Background: an optimization exercise with open tools, aiming at small area, a short achievable clock period and few clock cycles per item. Do not read the settings as production practice. The RTL was checked by simulation tests, not by an equivalence proof against the original design. Power and IR drop assume default switching activity.

## flow/design.v (module list and top-level ports; edited modules follow where they fit)
// module mont_mul: 2263 lines
module mont_mul (
    input  wire         clk,
    input  wire         rst,
    input  wire         start,
    input  wire [1:0]   op,
    input  wire [259:0] a,
    input  wire [259:0] b,
    output wire         ready,
    output reg          done,
    output wire [259:0] result
);
  // ...
==> flow/flow/run.sh <==
#!/bin/bash
# Own layout flow: the standard flow, with two changes between synthesis
# and floorplan:
#  1. flow/polarity.py removes the inverters that Yosys' full-adder extraction
#     leaves between full adders (each full adder is built in the polarity
#     that needs no inverter; the netlist's registers are not touched);
#  2. ports are buffered with buf_1 cells instead of the default delay cell.
# Each tool's output goes to a log file of its own in this folder.
set -euo pipefail
R=orfs/results/${FLOW_PLATFORM}/mont_mul/base
LIB=${FLOW_HOME}/platforms/${FLOW_PLATFORM}/lib/sky130_fd_sc_hd__tt_025C_1v80.lib

bash standard.sh synth > synth.log 2>&1
cp ${R}/1_2_yosys.v ${R}/1_2_yosys_std.v
python3 flow/polarity.py ${R}/1_2_yosys_std.v ${R}/1_2_yosys.v ${LIB} > polarity.log 2>&1
rm -f ${R}/1_synth.odb
BUFFER_PORTS_ARGS="-buffer_cell sky130_fd_sc_hd__buf_1" bash standard.sh finish > layout.log 2>&1
==> flow/flow/polarity.py <==
#!/usr/bin/env python3
"""Removes inverters between full adders of a synthesized netlist.

A full adder is self-dual: FA(~a, ~b, ~c) = (~s, ~co). Every full adder may
therefore be built in either polarity. This pass drops all inverters, picks
a polarity per full adder by local search so that as few nets as possible
are needed in both polarities, and adds one inverter per net that still is.
Registers and all other cells are kept as they are.

usage: polarity.py IN.v OUT.v LIBERTY
"""
import re, sys, collections

src, dst, lib = sys.argv[1], sys.argv[2], sys.argv[3]
text = open(src).read()

# output pins of each library cell
outpins = collections.defaultdict(set)
cell_area = {}
lt = open(lib).read()
for m in re.finditer(r'\bcell\s*\(\s*"?(\w+)"?\s*\)\s*\{', lt):
    start = m.end(); depth = 1; i = start
    while depth and i < len(lt):
        if lt[i] == '{': depth += 1
        elif lt[i] == '}': depth -= 1
        i += 1
    body = lt[start:i]
    am = re.search(r'\barea\s*:\s*([\d.]+)', body)
    if am: cell_area[m.group(1)] = float(am.group(1))
    for pm in re.finditer(r'\bpin\s*\(\s*"?(\w+)"?\s*\)\s*\{([^{}]*)', body):
        if re.search(r'direction\s*:\s*"?output', pm.group(2)):
            outpins[m.group(1)].add(pm.group(1))

mod_start = text.index('module ')
mod_end = text.rindex('endmodule')
body = text[mod_start:mod_end]
cell_re = re.compile(r'(?:\(\*[^*]*\*\)\s*)*\b(sky130_fd_sc_hd__\w+)\s+(\S+)\s*\((.*?)\);', re.S)
pin_re = re.compile(r'\.(\w+)\(\s*((?:[^()]|\([^()]*\))*?)\s*\)')

cells = []
spans = []
for m in cell_re.finditer(body):
    typ, name, pins = m.group(1), m.group(2), m.group(3)
    pl = [(p, n.strip()) for p, n in pin_re.findall(pins)]
    cells.append([typ, name, pl])
    spans.append((m.start(), m.end()))
assert not re.search(r'^\s*assign\b', body, re.M), 'assign statements not handled'

n_ha = 0

def is_inv(t): return re.match(r'sky130_fd_sc_hd__(clk)?inv_\d+$', t) is not None
def is_fa(t): return re.match(r'sky130_fd_sc_hd__fa_\d+$', t) is not None

driver = {}
loads = collections.defaultdict(list)
for ci, (t, n, pl) in enumerate(cells):
    for p, net in pl:
        if p in outpins[t]:
            assert net not in driver, net
            driver[net] = (ci, p)
        else:
            loads[net].append((ci, p))

# output ports
hdr = body[:body.index(');') + 2]
ports_out = set()
for m in re.finditer(r'^\s*output\s+(\[(\d+):(\d+)\]\s*)?(\w+)\s*;', body, re.M):
    if m.group(1):
        hi, lo = int(m.group(2)), int(m.group(3))
        for k in range(min(hi, lo), max(hi, lo) + 1): ports_out.add('%s[%d]' % (m.group(4), k))
    else:
        ports_out.add(m.group(4))

root_memo = {}
def root(net):
    if net in root_memo: return root_memo[net]
    d = driver.get(net)
    if d and is_inv(cells[d[0]][0]):
        inp = dict(cells[d[0]][2])['A']
        r, par = root(inp)
        res = (r, par ^ 1)
    else:
        res = (net, 0)
    root_memo[net] = res
    return res

fa_ids = [ci for ci, c in enumerate(cells) if is_fa(c[0])]
x = {ci: 0 for ci in fa_ids}
# gates whose output may be complemented by swapping to the complementary cell
PAIRS = [('and2', 'nand2'), ('or2', 'nor2'), ('and3', 'nand3'), ('or3', 'nor3'), ('and4', 'nand4'),
         ('or4', 'nor4'), ('a21o', 'a21oi'), ('o21a', 'o21ai'), ('a22o', 'a22oi'), ('o22a', 'o22ai'),
         ('a211o', 'a211oi'), ('o211a', 'o211ai'), ('a31o', 'a31oi'), ('o31a', 'o31ai'), ('a32o', 'a32oi'),
         ('o32a', 'o32ai'), ('a221o', 'a221oi'), ('o221a', 'o221ai'), ('xor2', 'xnor2'), ('xor3', 'xnor3'),
         ('mux2', 'mux2i'), ('or2b', 'nor2b'), ('and2b', 'nand2b'), ('a21bo', 'a21boi'), ('o21ba', 'o21bai'),
         ('a2bb2o', 'a2bb2oi'), ('o2bb2a', 'o2bb2ai'), ('a311o', 'a311oi'), ('o311a', 'o311ai'),
         ('a41o', 'a41oi'), ('o41a', 'o41ai'), ('a2111o', 'a2111oi'), ('o2111a', 'o2111ai')]
comp = {}
for p, q in PAIRS: comp[p] = q; comp[q] = p
area = dict(cell_area)
def comp_cell(t):
    m = re.match(r'sky130_fd_sc_hd__(\w+?)_(\d+)$', t)
    if not m or m.group(1) not in comp: return None
    c = comp[m.group(1)]
    for d in (m.group(2), '1', '2', '0', '4'):
        nm = 'sky130_fd_sc_hd__%s_%s' % (c, d)
        if nm in area and nm in outpins: return nm
    return None
gate_flip = {}
for ci, c in enumerate(cells):
    if is_fa(c[0]) or is_inv(c[0]): continue
    cc = comp_cell(c[0])
    if cc and len(outpins[c[0]]) == 1 and len(outpins[cc]) == 1:
        gate_flip[ci] = (cc, area[cc] - area[c[0]])
        x[ci] = 0
# demands: list of (root, base_par, fa_ci or None)
dem = collections.defaultdict(list)   # root -> list of (par, fa or None)
fa_in = collections.defaultdict(list) # fa -> roots it reads
for ci, (t, n, pl) in enumerate(cells):
    if is_inv(t): continue
    for p, net in pl:
        if p in outpins[t]: continue
        r, par = root(net)
        f = ci if is_fa(t) else None
        dem[r].append((par, f))
        if f is not None: fa_in[f].append(r)
for o in ports_out:
    if o in driver or o in root_memo or True:
        r, par = root(o)
        if (r, par) != (o, 0):
            dem[r].append((par, None))
# availability: root driven by a full adder output
src_fa = {}
for ci in fa_ids + list(gate_flip):
    for p, net in cells[ci][2]:
        if p in outpins[cells[ci][0]]:
            src_fa[net] = ci

def avail(r): return x[src_fa[r]] if r in src_fa else 0
def need(r):
    a = avail(r)
    for par, f in dem[r]:
        w = par ^ (x[f] if f is not None else 0)
        if w != a: return 1
    return 0

def affected(ci):
    s = set(fa_in[ci]) if ci in fa_in else set()
    for p, net in cells[ci][2]:
        if p in outpins[cells[ci][0]]: s.add(net)
    return s

INV = 3.75
def gcost(ci): return gate_flip[ci][1] if (ci in gate_flip and x[ci]) else 0.0
n_inv0 = sum(1 for c in cells if is_inv(c[0]))
cost0 = sum(need(r) for r in list(dem))
# exact start: parity union-find over net connections between flippable cells
flippable = set(fa_ids) | set(gate_flip)
parent = {ci: ci for ci in flippable}; rel = {ci: 0 for ci in flippable}
def find(a):
    if parent[a] == a: return a, 0
    r, p = find(parent[a]); parent[a] = r; rel[a] ^= p; return r, rel[a]
import sys as _s; _s.setrecursionlimit(100000)
bad = 0
for r in dem:
    if r not in src_fa: continue
    g = src_fa[r]
    for par, f in dem[r]:
        if f is None: continue
        # want: x[g] == par ^ x[f]
        ra, pa = find(g); rb, pb = find(f)
        if ra == rb:
            if (pa ^ pb) != par: bad += 1
        else:
            parent[rb] = ra; rel[rb] = pa ^ pb ^ par
for ci in flippable:
    r, p = find(ci); x[ci] = p
comps = collections.defaultdict(list)
for ci in flippable: comps[find(ci)[0]].append(ci)
def total():
    return INV * sum(need(r) for r in dem) + sum(gcost(ci) for ci in gate_flip)
for rt, members in comps.items():
    rs = set()
    for ci in members: rs |= affected(ci)
    c0 = INV * sum(need(r) for r in rs) + sum(gcost(ci) for ci in members)
    for ci in members: x[ci] ^= 1
    c1 = INV * sum(need(r) for r in rs) + sum(gcost(ci) for ci in members)
    if c1 >= c0:
        for ci in members: x[ci] ^= 1
sys.stderr.write('parity conflicts %d, components %d\n' % (bad, len(comps)))
changed = True; rounds = 0
while changed and rounds < 50:
    changed = False; rounds += 1
    for ci in fa_ids + list(gate_flip):
        rs = affected(ci)
        before = INV * sum(need(r) for r in rs) + gcost(ci)
        x[ci] ^= 1
        after = INV * sum(need(r) for r in rs) + gcost(ci)
        if after < before - 1e-9: changed = True
        else: x[ci] ^= 1
cost1 = sum(need(r) for r in list(dem))

# rebuild
newnet = {}
k = 0
new_inv = []
def phys(r, w):
    global k
    if w == avail(r): return r
    if r not in newnet:
        nm = '_pol%d_' % len(newnet)
        newnet[r] = nm
        new_inv.append((r, nm))
    return newnet[r]

out_cells = []
for ci, (t, n, pl) in enumerate(cells):
    if is_inv(t): continue
    conns = []
    t0 = t
    if ci in gate_flip and x[ci]:
        t = gate_flip[ci][0]
    for p, net in pl:
        if p in outpins[t0]:
            conns.append((list(outpins[t])[0] if ci in gate_flip and x[ci] else p, net))
        else:
            r, par = root(net)
            w = par ^ (x[ci] if is_fa(t) else 0)
            conns.append((p, phys(r, w)))
    out_cells.append((t, n, conns))
# output ports driven through inverters: drive them directly
extra = []
for o in sorted(ports_out):
    r, par = root(o)
    if (r, par) != (o, 0):
        extra.append(('sky130_fd_sc_hd__buf_1' if par == 0 else None, o, r, par))
for (r, nm) in new_inv:
    out_cells.append(('sky130_fd_sc_hd__inv_1', '_polinv%s' % nm[4:], [('A', r), ('Y', nm)]))
for t, o, r, par in extra:
    if par == 0:
        out_cells.append(('sky130_fd_sc_hd__buf_1', '_polbuf_%d' % len(out_cells), [('A', r), ('X', o)]))
    else:
        out_cells.append(('sky130_fd_sc_hd__inv_1', '_polpo_%d' % len(out_cells), [('A', phys(r, avail(r))), ('Y', o)]))

# declarations: keep everything before the first cell, add new wires
first = spans[0][0] if spans else len(body)
decl = body[:first]
rest_nonc = []
last = first
for (a, b) in spans:
    chunk = body[last:a]
    if chunk.strip(): rest_nonc.append(chunk)
    last = b
tail = body[last:]
out = [text[:mod_start], decl]
for r, nm in new_inv:
    out.append('  wire %s;\n' % nm)
for t, n, conns in out_cells:
    out.append('  %s %s (\n%s\n  );\n' % (t, n, ',\n'.join('    .%s(%s%s)' % (p, net, ' ' if net.startswith('\\') else '') for p, net in conns)))
for ch in rest_nonc:
    if re.search(r'\b(sky130_fd_sc_hd__)', ch): raise SystemExit('unparsed cell text')
    out.append(ch)
out.append(tail)
out.append(text[mod_end:])
open(dst, 'w').write(''.join(out))
sys.stderr.write('polarity: %d gates swapped; ' % sum(1 for ci in gate_flip if x[ci]) + 'polarity: %d full adders, %d flipped, inverters %d -> %d (nets needing both polarities %d -> %d), %d rounds\n'
                 % (len(fa_ids), sum(x[ci] for ci in fa_ids), n_inv0, len(new_inv) + sum(1 for e in extra if e[3]), cost0, cost1, rounds))
==> flow/standard.sh <==
#!/bin/bash
# synth_recipe.tcl (not shown) runs the flow's synth.tcl, then flattens the netlist and writes it again
# the make line also repeats each setting of config.mk as NAME=value (left out here)
make -C /OpenROAD-flow-scripts/flow DESIGN_CONFIG=/design/flow/config.mk WORK_HOME=/design/flow/orfs CLKGATE_MAP_FILE= SYNTH_SCRIPT=/design/flow/synth_recipe.tcl "${@:-finish}"
==> flow/config.mk <==
export PLATFORM = sky130hd
export DESIGN_NAME = mont_mul
export DESIGN_NICKNAME = mont_mul
export VERILOG_FILES = /design/flow/design.v
export SDC_FILE = /design/flow/constraint.sdc
export NUM_CORES = 4
export LEC_CHECK = 0
export CAP_MARGIN = 20
export CORE_MARGIN = 2
export CORE_UTILIZATION = 40
export SETUP_SLACK_MARGIN = 5
export SLEW_MARGIN = 20
==> flow/constraint.sdc <==
create_clock -name core_clock -period 9.0 [get_ports {clk}]
set_input_delay 1.8000 -clock core_clock [delete_from_list [all_inputs] [get_ports {clk}]]
set_output_delay 1.8000 -clock core_clock [all_outputs]
set_load 0.01 [all_outputs]
==> flow_metrics.env, run 1 <==
export IMPL_fp_row_count=165
export IMPL_p_comb_w=0.0313
export IMPL_setup_ws_ns=4.85
export IMPL_use_met3=0.0675
export IMPL_final_cell_mix="nand2_1 (1240), buf_1 (786), fa_1 (652)"
export IMPL_pwr_group_clock_w=0.00584
export IMPL_p_leak_nw=37.5
export IMPL_route_top_layer_used="met5"
export IMPL_place_area_um2=85100
export IMPL_routabilityCongestion=0.967
export IMPL_reg2reg_slack_ns=4.85
export IMPL_grt_antenna_before_repair=29
export IMPL_startpoint_type="flop"
export IMPL_max_stage_delay_ns=0.46
export IMPL_num_tap_cells=2672
export IMPL_grt_overflow=0
export IMPL_relSlewSlack=0.190
export IMPL_arrival_ns=4.66
export IMPL_p_seq_w=0.00938
export IMPL_status="no timing/DRC/antenna violations"
export IMPL_grt_max_degree=154
export IMPL_signal_buffers=1014
export IMPL_ir_drop_uv=373
export IMPL_worst_path_max_delay_cell="a2111oi_0"
export IMPL_clock_buffers=178
export IMPL_numCtsBuffers=136
export IMPL_cts_max_level=4
export IMPL_syn_inst=8220
Testbench counts, summed over its fixed seeds: cycles 38,034, items 384.
==> run 2, diff against run 1 <==
--- a/flow/design.v
+++ b/flow/design.v
@@ -13,17 +13,17 @@
     localparam [259:0] RR   = 260'h9411b7c309a3dceec73d217f5be65cb687604d63c715bea69f9d265e952d13b;
     localparam [260:0] NEGL = (261'd1 << 261) - {1'b0, L};
     localparam [124:0] LC   = L[124:0];
     localparam [1:0] OP_MUL = 2'd1, OP_TOMONT = 2'd2, OP_FROMMONT = 2'd3;
     reg  [260:0] A;           
     reg  [259:0] B;           
     reg          y_rr, y_one;  
     reg  [265:0] RS, RC;      
-    reg  [16:0]  CR;          
+    reg  [32:0]  CR;          
     reg  [6:0]   cnt;
     reg          run, first, active, sub, pend, p1, op_mul, ready_r, negl, settled;
     assign ready  = ready_r;
     assign result = RS[259:0];
     wire acc = start & ready_r;
     wire [259:0] Y = B;
     wire [260:0] Y1 = {1'b0, Y};
     wire [260:0] Y2 = {Y, 1'b0};
@@ -2145,37 +2145,37 @@
     wire hc654 = RC[265] & ~neg0;
     wire hs657 = 1'b1 ^ hc654;
     wire hc657 = 1'b1 & hc654;
     wire hs659 = ~neg1 ^ hc657;
     wire hc659 = ~neg1 & hc657;
     wire [265:0] ns = {1'b0, 1'b1, hs659, fs658, fc653, fc650, fc647, fc644, fc641, fc638, fc635, fc632, fs632, fc1786, fc1785, fc1784, fc1783, fs1783, fc615, fc612, fc609, fc606, fc603, fc600, fc597, fc594, fc591, fc588, fc585, fc582, fc579, fc576, fc573, fc570, fc567, fc564, fc561, fc558, fc555, fc552, fc549, fc546, fc543, fc540, fc537, fc534, fc531, fc528, fc525, fc522, fc519, fc516, fc513, fc510, fc507, fc504, fc501, fc498, fc495, fc492, fc489, fc486, fc483, fc480, fc477, fc474, fc471, fc468, fc465, fc462, fc459, fc456, fc453, fc450, fc447, fc444, fc441, fc438, fc435, fc432, fc429, fc426, fc423, fc420, fc417, fc414, fc411, fc408, fc405, fc402, fc399, fc396, fc393, fc390, fc387, fc384, fc381, fc378, fc375, fc372, fc369, fc366, fc363, fc360, fc357, fc354, fc351, fc348, fc345, fc342, fc339, fc336, fc333, fc330, fc327, fc324, fc321, fc318, fc315, fc312, fc309, fc306, fc303, fc300, fc297, fc294, fc291, fc288, fc285, fc282, fc279, fc276, fc273, fc270, fc267, fc264, fc261, fc258, fc255, fs255, fc1782, fc1781, fc1780, fc1779, fc1778, fc1777, fc1776, fc1775, fc1774, fc1773, fc1772, fc1771, fc1770, fc1769, fc1768, fc1767, fc1766, fc1765, fc1764, fc1763, fc1762, fc1761, fc1760, fc1759, fc1758, fc1757, fc1756, fc1755, fc1754, fc1753, fc1752, fc1751, fc1750, fc1749, fc1748, fc1747, fc1746, fc1745, fc1744, fc1743, fc1742, fc1741, fc1740, fc1739, fc1738, fc1737, fc1736, fc1735, fc1734, fc1733, fc1732, fc1731, fc1730, fc1729, fc1728, fc1727, fc1726, fc1725, fc1724, fc1723, fc1722, fc1721, fc1720, fc1719, fc1718, fc1717, fc1716, fc1715, fc1714, fc1713, fs1713, fs109, fc1712, fc1711, fc1710, fc1709, fc1708, fc1707, fc1706, fc1705, fc1704, fc1703, fc1702, fc1701, fc1700, fc1699, fc1698, fc1697, fc1696, fc1695, fc1694, fc1693, fc1692, fc1691, fc1690, fc1689, fc1688, fc1687, fc1686, fc1685, fc1684, fc1683, fc1682, fc1681, fc1680, fc1679, fc1678, fc1677, fc1676, fc1675, fc1674, fc1673, fc1672, fc1671, fc1670, fc1669, fc1668, fc1667, fc1666, fc1665, fc1664, fc1663, fc1662, fc1661, fc1660, fs1660};
     wire [265:0] nc = {1'b0, hc659, fc658, fc656, fs656, fs653, fs650, fs647, fs644, fs641, fs638, fs635, fc629, fs629, fs1786, fs1785, fs1784, fc618, fs618, fs615, fs612, fs609, fs606, fs603, fs600, fs597, fs594, fs591, fs588, fs585, fs582, fs579, fs576, fs573, fs570, fs567, fs564, fs561, fs558, fs555, fs552, fs549, fs546, fs543, fs540, fs537, fs534, fs531, fs528, fs525, fs522, fs519, fs516, fs513, fs510, fs507, fs504, fs501, fs498, fs495, fs492, fs489, fs486, fs483, fs480, fs477, fs474, fs471, fs468, fs465, fs462, fs459, fs456, fs453, fs450, fs447, fs444, fs441, fs438, fs435, fs432, fs429, fs426, fs423, fs420, fs417, fs414, fs411, fs408, fs405, fs402, fs399, fs396, fs393, fs390, fs387, fs384, fs381, fs378, fs375, fs372, fs369, fs366, fs363, fs360, fs357, fs354, fs351, fs348, fs345, fs342, fs339, fs336, fs333, fs330, fs327, fs324, fs321, fs318, fs315, fs312, fs309, fs306, fs303, fs300, fs297, fs294, fs291, fs288, fs285, fs282, fs279, fs276, fs273, fs270, fs267, fs264, fs261, fs258, fc252, fs252, fs1782, fs1781, fs1780, fs1779, fs1778, fs1777, fs1776, fs1775, fs1774, fs1773, fs1772, fs1771, fs1770, fs1769, fs1768, fs1767, fs1766, fs1765, fs1764, fs1763, fs1762, fs1761, fs1760, fs1759, fs1758, fs1757, fs1756, fs1755, fs1754, fs1753, fs1752, fs1751, fs1750, fs1749, fs1748, fs1747, fs1746, fs1745, fs1744, fs1743, fs1742, fs1741, fs1740, fs1739, fs1738, fs1737, fs1736, fs1735, fs1734, fs1733, fs1732, fs1731, fs1730, fs1729, fs1728, fs1727, fs1726, fs1725, fs1724, fs1723, fs1722, fs1721, fs1720, fs1719, fs1718, fs1717, fs1716, fs1715, fs1714, fc109, fc106, fs106, fs1712, fs1711, fs1710, fs1709, fs1708, fs1707, fs1706, fs1705, fs1704, fs1703, fs1702, fs1701, fs1700, fs1699, fs1698, fs1697, fs1696, fs1695, fs1694, fs1693, fs1692, fs1691, fs1690, fs1689, fs1688, fs1687, fs1686, fs1685, fs1684, fs1683, fs1682, fs1681, fs1680, fs1679, fs1678, fs1677, fs1676, fs1675, fs1674, fs1673, fs1672, fs1671, fs1670, fs1669, fs1668, fs1667, fs1666, fs1665, fs1664, fs1663, fs1662, fs1661, fs0};
     wire [260:0] bsum;
-    wire [16:0]  bcar;
+    wire [32:0]  bcar;
     genvar g;
     generate
-        for (g = 0; g < 16; g = g + 1) begin : blk
-            wire [16:0] t = {1'b0, RS[16*g +: 16]} + {1'b0, RC[16*g+15 : 16*g+1], RC[16*g] | CR[g]};
-            assign bsum[16*g +: 16] = t[15:0];
-            assign bcar[g+1] = t[16];
+        for (g = 0; g < 32; g = g + 1) begin : blk
+            wire [8:0] t = {1'b0, RS[8*g +: 8]} + {1'b0, RC[8*g+7 : 8*g+1], RC[8*g] | CR[g]};
+            assign bsum[8*g +: 8] = t[7:0];
+            assign bcar[g+1] = t[8];
         end
     endgenerate
     assign bcar[0] = 1'b0;
-    assign bsum[260:256] = RS[260:256] + {RC[260:257], RC[256] | CR[16]};
+    assign bsum[260:256] = RS[260:256] + {RC[260:257], RC[256] | CR[32]};
     wire z  = ~|RC & ~|CR;
     wire zn = z | ~|bcar;
     wire ge = (|RS[260:253]) | (RS[252] & ((|RS[251:125]) | (RS[124:0] >= LC)));
     wire rc0   = ~|RC;
     wire top   = |bsum[260:253];
-    wire mid   = (|bsum[127:125]) | (|bsum[251:240]) | (|CR[14:8]);
-    wire [6:0] blk_nz;
+    wire mid   = (|bsum[127:125]) | (|bsum[251:248]) | (|CR[30:16]);
+    wire [14:0] blk_nz;
     generate
-        for (g = 8; g < 15; g = g + 1) begin : mz
-            assign blk_nz[g-8] = |RS[16*g +: 16];
+        for (g = 16; g < 31; g = g + 1) begin : mz
+            assign blk_nz[g-16] = |RS[8*g +: 8];
         end
     endgenerate
     wire midrs = |blk_nz;
     wire lt_now = ~top & ~bsum[252];                     
     wire ge_now = top | (bsum[252] & (mid | midrs));      
     wire quick  = ~run & zn & rc0 & ~negl & active & ~p1 & ~settled;
     wire p1_edge  = ~run & zn & active & p1;
     wire zr       = ~run & settled & ~negl;
@@ -2193,17 +2193,17 @@
     always @(posedge clk) begin
         if (run) begin
             RS <= ns;
             RC <= nc;
         end else begin
             RS <= {5'd0, bsum};
             RC <= negl ? {5'd0, NEGL} : 266'd0;
         end
-        CR <= run ? 17'd0 : (bcar & {17{~(rst | z)}});
+        CR <= run ? 33'd0 : (bcar & {33{~(rst | z)}});
         A  <= A_d;
         bc <= bc_d;
         if (ready_r)
             B <= b;
         else if (cvp1 | y_rr)
             B <= RR;
         else if (y_one)
             B <= 260'd1;
==> flow_metrics.env, run 2 <==
export IMPL_status="no timing/DRC/antenna violations"
export IMPL_r2r_start="RS[204]"
export IMPL_yosysWarnings=1
export IMPL_areaGrowthSynthToFinish_pct=12.5
export IMPL_min_period_ns=4.03
export IMPL_final_cell_mix="nand2_1 (1123), buf_1 (786), fa_1 (661)"
export IMPL_relSlewSlack=0.249
export IMPL_p_leak_nw=36.9
export IMPL_crit_family="simple AND/OR/NAND/NOR gates"
export IMPL_critPathKind="flop to flop"
export IMPL_syn_area_per_cell_um2=10.3
export IMPL_design_area_um2=90900
export IMPL_reg2reg_slack_ns=4.97
export IMPL_final_common_cell="nand2_1"
export IMPL_route_top_layer_used="met5"
export IMPL_core_area_um2=200000
export IMPL_via_per_inst=5.79
export IMPL_crit_path_cell_trace="buf_4 -> nor4_1 -> nand4_1 -> nor4_4 -> nand2_1 -> nand3b_1 -> o31ai_1 -> or2b_4 -> inv_1 -> and2_0 -> nor4_1"
export IMPL_startpoint_type="flop"
export IMPL_numCtsBuffers=139
export IMPL_die_area_um2=205000
export IMPL_arrival_ns=4.66
export IMPL_utilization=0.454
export IMPL_crit_fanout=7
export IMPL_die_h_um=453
export IMPL_rsz0062_at_grt="true"
export IMPL_syn_inst=7862
export IMPL_setup_viol=0
export IMPL_min_delay_start="A[260]"
export IMPL_worst_path_max_delay_cell="nor4_1"
export IMPL_crit_buf_inv=2
export IMPL_drc=0
export IMPL_wl_met3_mm=24.9
export IMPL_max_stage_delay_ns=0.70
export IMPL_maxCapViolations=0
export IMPL_cp_common_cell="nor4_1"
export IMPL_finalHoldViolations=0
export IMPL_grt_pass1_vias=64200
export IMPL_syn_cell_area_um2=80700
export IMPL_largest_register_ffs=265
export IMPL_cp_end_kind="flop"
export IMPL_grt_pass1_wl_mm=463
export IMPL_reg_largest_list="RS (265), RC (264), B (260)"
export IMPL_holdCritPathClass="flop to flop"
export IMPL_top_register="RS"
export IMPL_grt_overflow=0
export IMPL_wire_per_inst_um=29.7
export IMPL_wirelength_mm=328
export IMPL_path_clk_slew_ns=0.06
export IMPL_fmax_mhz=248
export IMPL_ant_nets=0
export IMPL_dp_final_hpwl_mm=251
export IMPL_grt_usage=0.312
export IMPL_wl_met2_mm=150
export IMPL_slew_violations=0
export IMPL_clk_insertion_delay_late_ns=0.83
export IMPL_cts_buffer_depth=3
export IMPL_fin_skew_ns=0.0489
export IMPL_routabilityCongestion=0.987
export IMPL_cts_max_level=4
export IMPL_worstMarginPinSlew_ns=1.12
export IMPL_crit_path_start="RS[204]"
export IMPL_crit_required_ns=9.64
export IMPL_fin_tns_setup_ns=0
export IMPL_start_util=0.403
export IMPL_cts_hold_buf=0
export IMPL_finalPower_w=0.0422
export IMPL_grt_max_degree=186
export IMPL_first_pass_iters=6
export IMPL_cts_num_sinks=1106
export IMPL_wl_met1_mm=125
export IMPL_final_layout_size_suffix_gt1_frac=0.106
export IMPL_fp_row_count=164
export IMPL_period_share=0.447
export IMPL_ir_drop_uv=231
export IMPL_io_buffers=786
export IMPL_synth_nets=9487
export IMPL_hold_ws_ns=0.457
export IMPL_clockRootBuffer="clkbuf_16"
export IMPL_dieWidth_um=453
export IMPL_drt_iter0_drc=6556
export IMPL_power_per_cell_area_nw_per_um2=464
export IMPL_tritoncts="done"
export IMPL_final_net_count=9851
export IMPL_place_area_um2=84300
export IMPL_grt_antenna_before_repair=29
export IMPL_io_pins=787
export IMPL_vias=63800
==> run 2: stage by stage <==
| stage | worst slack [ns] | std cells |
|---|---|---|
| 2_1_floorplan | 5.01 | 7862 |
| 3_3_place_gp | 3.63 | 10700 |
| 3_5_place_dp | 3.62 | 10700 |
| 4_1_cts | 5.00 | 11000 |
| 5_1_grt | 4.95 | 11000 |
| 6_report | 4.97 | 11000 |
==> run 2: layout make-up <==
cell class	instances	area, µm²
flip-flops and latches	1106	27500
clock inverters	63	723
multi-input cells	5893	50300
repair buffers	962	4570
diodes	17	42.5
fillers	19200	109000
inverters	124	488
well taps	2656	3320
clock buffers	196	3940
==> run 2: what timing repair did <==
| item | in CTS | in global routing |
|---|---|---|
| cloned | 0 | 1 |
| resized for setup | 203 | 102 |
| setup buffers | 53 | 26 |
| pin swaps | 64 | 21 |
| endpoints found under the setup margin | 428 | 127 |
| hold endpoints to repair | 0 | 0 |
==> run 2: worst paths after layout <==
check | to | cells after the start
hold reg to reg | A[260] | 2
setup reg to reg | cnt[6] | 11
setup / recovery | cnt[6] | 11
hold / removal | A[260] | 2
==> run 2: worst register-to-register path: cells and delay by family, from the launching register on <==
family,cells,cell delay [ns]
simple gates,8,2.83
compound gates,1,0.38
buf+inv,2,0.34
flops,1,0.30
==> run 2: metal layers <==
layer  vias up  track usage
li1      28000            -
met1     31900        0.379
met2      3083        0.497
met3       790       0.0624
met4        10        0.220
met5         -            0
==> run 2: report_power, final <==
part / leakage (nW) / internal, W / switching (W)
Clock: 2.27 / 0.00340 / 0.00245
Combinational: 24.2 / 0.0108 / 0.0161
Sequential: 10.4 / 0.00692 / 0.00247
Total: 36.9 / 0.0211 / 0.0210
Testbench counts of run 2, summed over its fixed seeds: cycles 38,042, items 384.

-- what the ideal ports hide --
The results above use ideal ports. As a check the final layouts listed here were re-extracted and re-timed, cells and wires unchanged.
Step 1 (the two cells are an assumption about what drives the block):
set clk [get_ports {clk}]
set_driving_cell -lib_cell sky130_fd_sc_hd__clkbuf_16 $clk
set_driving_cell -lib_cell sky130_fd_sc_hd__buf_2 [delete_from_list [all_inputs] $clk]
Step 2, shift: input delay + t, output delay - t, t = (earliest + latest rising clock arrival at the registers) / 2. This alone moves slack from input paths to output paths.
Three values: no drivers, after step 1, after step 2; two values: the first two.
run	t, ns	setup slack, ns	clock arrival spread, ns	worst register clock-pin slew, ns	worst slew at a driven data input, ns
run 1	0.889	4.853 / 4.853 / 4.853	0.045 / 0.045	0.07 / 0.07	0.25
run 2	0.901	4.973 / 4.972 / 4.972	0.051 / 0.051	0.06 / 0.06	0.24
After both steps every run listed still meets setup and hold. The setup slack of run 2, which loses most, moves by -0.001 ns with the drivers and by -0.001 ns with both steps.
